From an optimization exercise on the open Yosys and OpenROAD flow, aimed at small area, a short achievable clock period and few clock cycles per item; shortcuts taken in it are not production practice.
Only simulation tests tie the RTL to the original design; equivalence was not proved.
Power is estimated from default activity; no workload was simulated.

old:
## cdh26_hill
module cdh26_hill (
    input             clk,
    input             rst,
    input             cmd_valid,
    output reg        cmd_ready,
    input      [1:0]  cmd_op,
    input      [15:0] cmd_len,
    input      [31:0] k00,
    input      [31:0] k01,
    input      [31:0] k10,
    input      [31:0] k11,
    input             in_valid,
    output reg        in_ready,
    input      [7:0]  in_data,
    output reg        out_valid,
    output     [7:0]  out_data,
    output reg        done,
    output reg [1:0]  err,
    output     [15:0] olen,
    output reg [63:0] det,
    output reg [4:0]  detm,
    output reg [4:0]  dinv,
    output     [4:0]  ki00,
    output     [4:0]  ki01,
    output     [4:0]  ki10,
    output     [4:0]  ki11,
    output reg        kiv
);
For scale: roughly 2300 cells after synthesis, about 300 flip-flops, about 21000 µm² of cells after synthesis.
clock: 20.0 ns
lec_check: 0
cap_margin: 20
core_margin: 2
core_utilization: 40
slew_margin: 20
standard.sh (not shown) runs the stock make flow with config.mk's settings and CLKGATE_MAP_FILE= SYNTH_SCRIPT=/design/flow/synth_recipe.tcl, a recipe that flattens the netlist after the stock synthesis.
==> flow/flow/run.sh <==
#!/bin/bash
# The standard synthesis and layout, with two changes to how the layout is
# made (the clock and constraints are the standard flow's own constraint.sdc/config.mk):
#  * ORFS's repair_timing is asked for a larger setup slack than the clock
#    needs, so that it sizes and buffers the paths that set the period the
#    design achieves;
#  * the port buffers that buffer_ports inserts are buf_1 cells (upsized by
#    repair where timing needs it) instead of the default delay-buffer cell.
set -euo pipefail
bash standard.sh synth > synth.log 2>&1
bash standard.sh SETUP_SLACK_MARGIN=14.8 "BUFFER_PORTS_ARGS=-buffer_cell sky130_fd_sc_hd__buf_1" finish > layout.log 2>&1
old went all the way through the flow, and no timing, DRC or antenna check failed.
Testbench counts of old, summed over its fixed seeds: cycles 21,454, commands 480.
diff inputs: old => new
==> flow/run.sh (new file) <==
#!/bin/bash
# synth_recipe.tcl (not shown) runs the flow's synth.tcl, then flattens the netlist and writes it again
# the make line also repeats each setting of config.mk as NAME=value (left out here)
make -C /OpenROAD-flow-scripts/flow DESIGN_CONFIG=/design/flow/config.mk WORK_HOME=/design/flow/orfs CLKGATE_MAP_FILE= SYNTH_SCRIPT=/design/flow/synth_recipe.tcl finish
removed: flow/flow/run.sh
removed: flow/standard.sh
==> notes.md <==
old: PASS, flow complete, no timing, DRC or antenna violations
new completed; timing, DRC and antenna clean
Setup slack in new is smaller than in old.
Across both runs, worst-case register-to-register setup slack was lower for new than for old.
Compared to old, new has combinational share of power 2.2 points lower.
Delta(signal arrival time at the worst endpoint, new - old) > 0
Diff new and old: number of antenna violations at the first check in global routing lower in new
Lower critical path depth was reported by old, not new.
[compare] base=old new=new: power per standard cell area down 4.8 nW/µm²; fraction of area in multi-input gates decreased by 3.5 points relative to the old numbers.
Diff old -> new: register fraction of the total cell area lower; net switching share of the total power lower; worst hold slack lower.

========
## run 2
Another version of the RTL of cdh26_hill (not shown whole).
Size: roughly 2300 cells after synthesis, roughly 260 flip-flops, about 280 I/O pins, ~20000 µm² of cells after synthesis.
// cdh26_hill
module cdh26_hill (
    input             clk,
    input             rst,
    input             cmd_valid,
    output reg        cmd_ready,
    input      [1:0]  cmd_op,
    input      [15:0] cmd_len,
    input      [31:0] k00,
    input      [31:0] k01,
    input      [31:0] k10,
    input      [31:0] k11,
    input             in_valid,
    output reg        in_ready,
    input      [7:0]  in_data,
    output reg        out_valid,
    output     [7:0]  out_data,
    output reg        done,
    output reg [1:0]  err,
    output     [15:0] olen,
    output reg [63:0] det,
    output reg [4:0]  detm,
    output reg [4:0]  dinv,
    output     [4:0]  ki00,
    output     [4:0]  ki01,
    output     [4:0]  ki10,
    output     [4:0]  ki11,
    output reg        kiv
);
    localparam OP_MDET = 2'd0, OP_MINV = 2'd1, OP_HENC = 2'd2, OP_HDEC = 2'd3;
    localparam [5:0] FILL_L = 6'd10;     
    function [5:0] lgb;
        input [4:0] a;
        begin
            case (a)
  ...
Settings: LEC_CHECK=0, CAP_MARGIN=20, CORE_MARGIN=2, CORE_UTILIZATION=40, SLEW_MARGIN=20; clock period 20.0 ns.
==> flow/flow/run.sh <==
#!/bin/bash
# The standard synthesis and layout, with ORFS's repair_timing asked for a
# larger setup slack than the clock needs, so that it sizes and buffers the
# paths that set the period the design achieves. The clock and constraints
# are the standard flow's own (constraint.sdc, config.mk), unchanged.
set -euo pipefail
bash standard.sh synth > synth.log 2>&1
bash standard.sh SETUP_SLACK_MARGIN=14.5 finish > layout.log 2>&1
Testbench counts of run 2, summed over its fixed seeds: cycles 26,068, commands 480.
Input-level comparison between run 1 and run 2:
==> flow/run.sh (new file) <==
#!/bin/bash
# synth_recipe.tcl (not shown) runs the flow's synth.tcl, then flattens the netlist and writes it again
# the make line also repeats each setting of config.mk as NAME=value (left out here)
make -C /OpenROAD-flow-scripts/flow DESIGN_CONFIG=/design/flow/config.mk WORK_HOME=/design/flow/orfs CLKGATE_MAP_FILE= SYNTH_SCRIPT=/design/flow/synth_recipe.tcl finish
removed: flow/flow/run.sh
removed: flow/standard.sh
Results
Compared to run 2, the router laid down less metal wire for run 1.
Cmp run 1 vs run 2: worst setup timing slack at the placement stage lower in run 1
Between run 2 and run 1, the clock insertion delay at the later pin of the skew report is lower for run 2.
Compared with run 2, in run 1 sequential share of layout area was more or less identical; internal power component rose 4.2%.
Taking run 2 as the reference, in run 1 fraction of layout instances using a drive strength above 1 decreased by 3.3 points relative to the old numbers, share of the clock period used by the worst path increased by 2.4 points relative to the old numbers, cell area reported after detailed placement closely matched the old numbers, share of power burned in the clock network increased by 2.7 points relative to the old numbers.
From run 2 to run 1, flip-flop and latch count did not move at all.

========
Another version of the RTL of cdh26_hill (not shown whole).
For scale: about 2300 cells after synthesis, about 260 flip-flops, about 280 I/O pins, ~0.020 mm² of cells after synthesis.
Settings: LEC_CHECK=0, CAP_MARGIN=20, CORE_MARGIN=2, CORE_UTILIZATION=40, SLEW_MARGIN=20; clock period 20.0 ns.
==> flow/flow/run.sh <==
#!/bin/bash
# The standard synthesis and layout, with two changes to how the layout is
# made (the clock and constraints are the standard flow's own constraint.sdc/config.mk):
#  * ORFS's repair_timing is asked for a larger setup slack than the clock
#    needs, so that it sizes and buffers the paths that set the period the
#    design achieves;
#  * the port buffers that buffer_ports inserts are buf_1 cells (upsized by
#    repair where timing needs it) instead of the default delay-buffer cell.
set -euo pipefail
bash standard.sh synth > synth.log 2>&1
bash standard.sh SETUP_SLACK_MARGIN=14.7 "BUFFER_PORTS_ARGS=-buffer_cell sky130_fd_sc_hd__buf_1" finish > layout.log 2>&1
Testbench counts at the start, summed over its fixed seeds: cycles 19,372, commands 480.
Then changed:
==> flow/flow/run.sh (replaced) <==
#!/bin/bash
set -euo pipefail
bash standard.sh synth > synth.log 2>&1
bash standard.sh SETUP_SLACK_MARGIN=14.7 "BUFFER_PORTS_ARGS=-buffer_cell sky130_fd_sc_hd__buf_1" finish > layout.log 2>&1
Settings changed: CAP_MARGIN 20 to 5, SLEW_MARGIN 20 to 5.
After rerunning:
- core utilization is about the same
- die area stays the same
- worst hold slack does not change
Then changed:
==> flow/flow/run.sh (replaced) <==
#!/bin/bash
# The standard synthesis and layout, with two changes to how the layout is
# made (the clock and constraints are the standard flow's own constraint.sdc/config.mk):
#  * ORFS's repair_timing is asked for a larger setup slack than the clock
#    needs, so that it sizes and buffers the paths that set the period the
#    design achieves;
#  * the port buffers that buffer_ports inserts are buf_1 cells (upsized by
#    repair where timing needs it) instead of the default delay-buffer cell.
set -euo pipefail
bash standard.sh synth > synth.log 2>&1
bash standard.sh SETUP_SLACK_MARGIN=14.6 "BUFFER_PORTS_ARGS=-buffer_cell sky130_fd_sc_hd__buf_1" finish > layout.log 2>&1
Settings changed: ABC_CLOCK_PERIOD_IN_PS set to 5000, CAP_MARGIN 5 to 20, SLEW_MARGIN 5 to 20.
Result:
- The changed run passed the timing, design-rule and antenna checks
- sequential power hardly moves
- area after synthesis is unchanged
- clock-buffer cell count is higher by 7
- utilization is lower by 0.38 points
- combinational power is about the same
- global-route usage is lower by 0.72 points
- power is lower slightly
Then changed:
Settings changed: ABC_CLOCK_PERIOD_IN_PS 5000 to not set, CAP_MARGIN 20 to 5, SLEW_MARGIN 20 to 5.
Outcome: The changed run completed without violations. Clock-buffer cell count is unchanged. Utilization stays flat. Total power barely changes. Die area is unchanged.
Then changed:
Settings changed: CAP_MARGIN 5 to 20, CTS_CLUSTER_DIAMETER set to 60, CTS_CLUSTER_SIZE set to 30, SLEW_MARGIN 5 to 20.
Combinational power is about the same; design area is about the same; via count goes up by 0.40%; first-iteration DRC count went down by 2.5%; worst setup slack gains 21 ps; clock-buffer cell count goes down by 20.

========
Another version of the RTL of cdh26_hill (not shown whole).
For scale: about 2,200 cells after synthesis, roughly 260 flip-flops, about 280 I/O pins.
Design cdh26_hill, start of the top module:
module cdh26_hill (
    input             clk,
    input             rst,
    input             cmd_valid,
    output reg        cmd_ready,
    input      [1:0]  cmd_op,
    input      [15:0] cmd_len,
    input      [31:0] k00,
    input      [31:0] k01,
    input      [31:0] k10,
    input      [31:0] k11,
    input             in_valid,
    output reg        in_ready,
    input      [7:0]  in_data,
    output reg        out_valid,
    output     [7:0]  out_data,
    output reg        done,
    output reg [1:0]  err,
    output     [15:0] olen,
    output reg [63:0] det,
    output reg [4:0]  detm,
    output reg [4:0]  dinv,
    output     [4:0]  ki00,
    output     [4:0]  ki01,
    output     [4:0]  ki10,
    output     [4:0]  ki11,
    output reg        kiv
);
export LEC_CHECK = 0
export CAP_MARGIN = 20
export CORE_MARGIN = 2
export CORE_UTILIZATION = 40
export SLEW_MARGIN = 20
create_clock -name core_clock -period 20.0 [get_ports {clk}]
==> flow/flow/run.sh <==
#!/bin/bash
# The standard synthesis and layout, with two changes to how the layout is
# made (the clock and constraints are the standard flow's own constraint.sdc/config.mk):
#  * ORFS's repair_timing is asked for a larger setup slack than the clock
#    needs, so that it sizes and buffers the paths that set the period the
#    design achieves;
#  * the port buffers that buffer_ports inserts are buf_1 cells (upsized by
#    repair where timing needs it) instead of the default delay-buffer cell.
set -euo pipefail
bash standard.sh synth > synth.log 2>&1
bash standard.sh SETUP_SLACK_MARGIN=14.4 "BUFFER_PORTS_ARGS=-buffer_cell sky130_fd_sc_hd__buf_1" finish > layout.log 2>&1
The starting point produced a clean layout.
Testbench counts at the start, summed over its fixed seeds: cycles 19,536, commands 480.
Next try:
--- a/flow/flow/run.sh
+++ b/flow/flow/run.sh
@@ -11 +11 @@
-bash standard.sh SETUP_SLACK_MARGIN=14.4 "BUFFER_PORTS_ARGS=-buffer_cell sky130_fd_sc_hd__buf_1" finish > layout.log 2>&1
+bash standard.sh SETUP_SLACK_MARGIN=14.8 "BUFFER_PORTS_ARGS=-buffer_cell sky130_fd_sc_hd__buf_1" finish > layout.log 2>&1
Outcome: Cell area goes up by 4.4%. Global-route usage goes up by 0.36 points. Synthesized cell count is unchanged. Routed wire length rose by 3.1%.
Next try:
--- a/flow/flow/run.sh
+++ b/flow/flow/run.sh
@@ -11 +11 @@
-bash standard.sh SETUP_SLACK_MARGIN=14.8 "BUFFER_PORTS_ARGS=-buffer_cell sky130_fd_sc_hd__buf_1" finish > layout.log 2>&1
+bash standard.sh SETUP_SLACK_MARGIN=14.6 "BUFFER_PORTS_ARGS=-buffer_cell sky130_fd_sc_hd__buf_1" finish > layout.log 2>&1
Result:
- The changed run finished clean
- die area stays the same
- power goes down by 2.5%
- via count drops by 1.7%
- synthesized area does not change

========
cdh26_hill, a different RTL version from the one above (not shown whole).
Size in the first run: roughly 2,300 cells after synthesis, ~240 flip-flops, about 280 I/O pins, roughly 20,000 sq um of cells after synthesis.
==> flow/design.v (excerpt) <==
module cdh26_hill (
    input             clk,
    input             rst,
    input             cmd_valid,
    output reg        cmd_ready,
    input      [1:0]  cmd_op,
    input      [15:0] cmd_len,
    input      [31:0] k00,
    input      [31:0] k01,
    input      [31:0] k10,
    input      [31:0] k11,
    input             in_valid,
    output reg        in_ready,
    input      [7:0]  in_data,
    output reg        out_valid,
    output     [7:0]  out_data,
    output reg        done,
    output reg [1:0]  err,
    output     [15:0] olen,
    output reg [63:0] det,
    output reg [4:0]  detm,
    output reg [4:0]  dinv,
    output     [4:0]  ki00,
    output     [4:0]  ki01,
    output     [4:0]  ki10,
    output     [4:0]  ki11,
    output reg        kiv
);
    localparam OP_MDET = 2'd0, OP_MINV = 2'd1, OP_HENC = 2'd2, OP_HDEC = 2'd3;
    localparam [5:0] FILL_L = 6'd10;     
    function [5:0] lgb;
        input [4:0] a;
        begin
            lgb[0] = (a == 5'd2) | (a == 5'd5) | (a == 5'd6) | (a == 5'd7) | (a == 5'd8) | (a == 5'd11) | (a == 5'd15) | (a == 5'd18) | (a == 5'd19) | (a == 5'd20) | (a == 5'd21) | (a == 5'd24);
            lgb[1] = (a == 5'd4) | (a == 5'd7) | (a == 5'd8) | (a == 5'd10) | (a == 5'd11) | (a == 5'd12) | (a == 5'd17) | (a == 5'd20) | (a == 5'd21) | (a == 5'd23) | (a == 5'd24) | (a == 5'd25);
            lgb[2] = (a == 5'd3) | (a == 5'd6) | (a == 5'd11) | (a == 5'd12) | (a == 5'd16) | (a == 5'd19) | (a == 5'd24) | (a == 5'd25);
            lgb[3] = (a == 5'd5) | (a == 5'd7) | (a == 5'd9) | (a == 5'd10) | (a == 5'd18) | (a == 5'd20) | (a == 5'd22) | (a == 5'd23);
            lgb[4] = (a == 5'd0) | (a == 5'd13);
            lgb[5] = (a == 5'd1) | (a == 5'd3) | (a == 5'd5) | (a == 5'd7) | (a == 5'd9) | (a == 5'd11) | (a == 5'd13) | (a == 5'd15) | (a == 5'd17) | (a == 5'd19) | (a == 5'd21) | (a == 5'd23) | (a == 5'd25);
        end
    endfunction
    function [5:0] lgi;
        input [4:0] a;
        begin
  ...
export LEC_CHECK = 0
export CAP_MARGIN = 20
export CORE_MARGIN = 2
export CORE_UTILIZATION = 40
export SLEW_MARGIN = 20
create_clock -name core_clock -period 20.0 [get_ports {clk}]
==> flow/flow/run.sh <==
#!/bin/bash
# The standard synthesis and layout, with two changes to how the layout is
# made (the clock and constraints are the standard flow's own constraint.sdc/config.mk):
#  * ORFS's repair_timing is asked for a larger setup slack than the clock
#    needs, so that it sizes and buffers the paths that set the period the
#    design achieves;
#  * the port buffers that buffer_ports inserts are buf_1 cells (upsized by
#    repair where timing needs it) instead of the default delay-buffer cell.
set -euo pipefail
bash standard.sh synth > synth.log 2>&1
bash standard.sh SETUP_SLACK_MARGIN=14.8 "BUFFER_PORTS_ARGS=-buffer_cell sky130_fd_sc_hd__buf_1" finish > layout.log 2>&1
Testbench counts at the start, summed over its fixed seeds: cycles 21,454, commands 480.
Change:
CTS_BUF_LIST = sky130_fd_sc_hd__clkbuf_4   (was default)
What happened: Core utilization rose by 0.93 points; power went down by 4.0%; area after synthesis is unchanged; non-clock buffer count came out higher by 56; setup slack gets worse by 0.19 ns; routed wire length goes up by 2.8%; register-to-register slack gets better by 0.12 ns; cell count rises by 4.4%.

## re-timing with driven ports
No port has a modelled driver above. Below, the same layouts with a new extraction and two added sets of constraints.
Step 1 sets driving cells, clkbuf_16 on the clock port and buf_2 on the other inputs (assumed; they add their load-dependent delay and slew).
Step 2, shift: input delay + t, output delay - t, t = (earliest + latest rising clock arrival at the registers) / 2. This alone moves slack from input paths to output paths.
Slacks: ideal ports / drivers / drivers and shift; pairs: ideal ports / drivers.
run	t (ns)	setup WS [ns]	worst data-port slew with drivers (ns)
old	0.601	14.571 / 14.590 / 13.988	0.11
new	0.603	13.659 / 13.668 / 13.065	0.06
run 2	0.588	14.486 / 14.469 / 13.901	0.11
run 1	0.611	14.002 / 14.040 / 13.429	0.07
the first run of note 3	0.608	14.625 / 14.640 / 14.032	0.06
the second run of note 3	0.610	14.562 / 14.597 / 13.987	0.07
the third run of note 3	0.643	14.498 / 14.537 / 13.894	0.07
the fourth run of note 3	0.641	14.536 / 14.573 / 13.932	0.07
the fifth run of note 3	0.645	14.557 / 14.591 / 13.946	0.07
the first run of note 4	0.591	14.422 / 14.415 / 13.825	0.08
the second run of note 4	0.589	14.587 / 14.608 / 14.018	0.07
the third run of note 4	0.633	14.617 / 14.567 / 14.020	0.10
the first run of note 5	0.644	14.672 / 14.610 / 14.064	0.07
the second run of note 5	0.818	14.478 / 14.418 / 13.980	0.08
After both steps setup and hold are still met in every run listed. For the fifth run of note 3, which loses most, drivers alone change the setup slack by +0.034 ns; drivers and shift together by -0.611 ns.
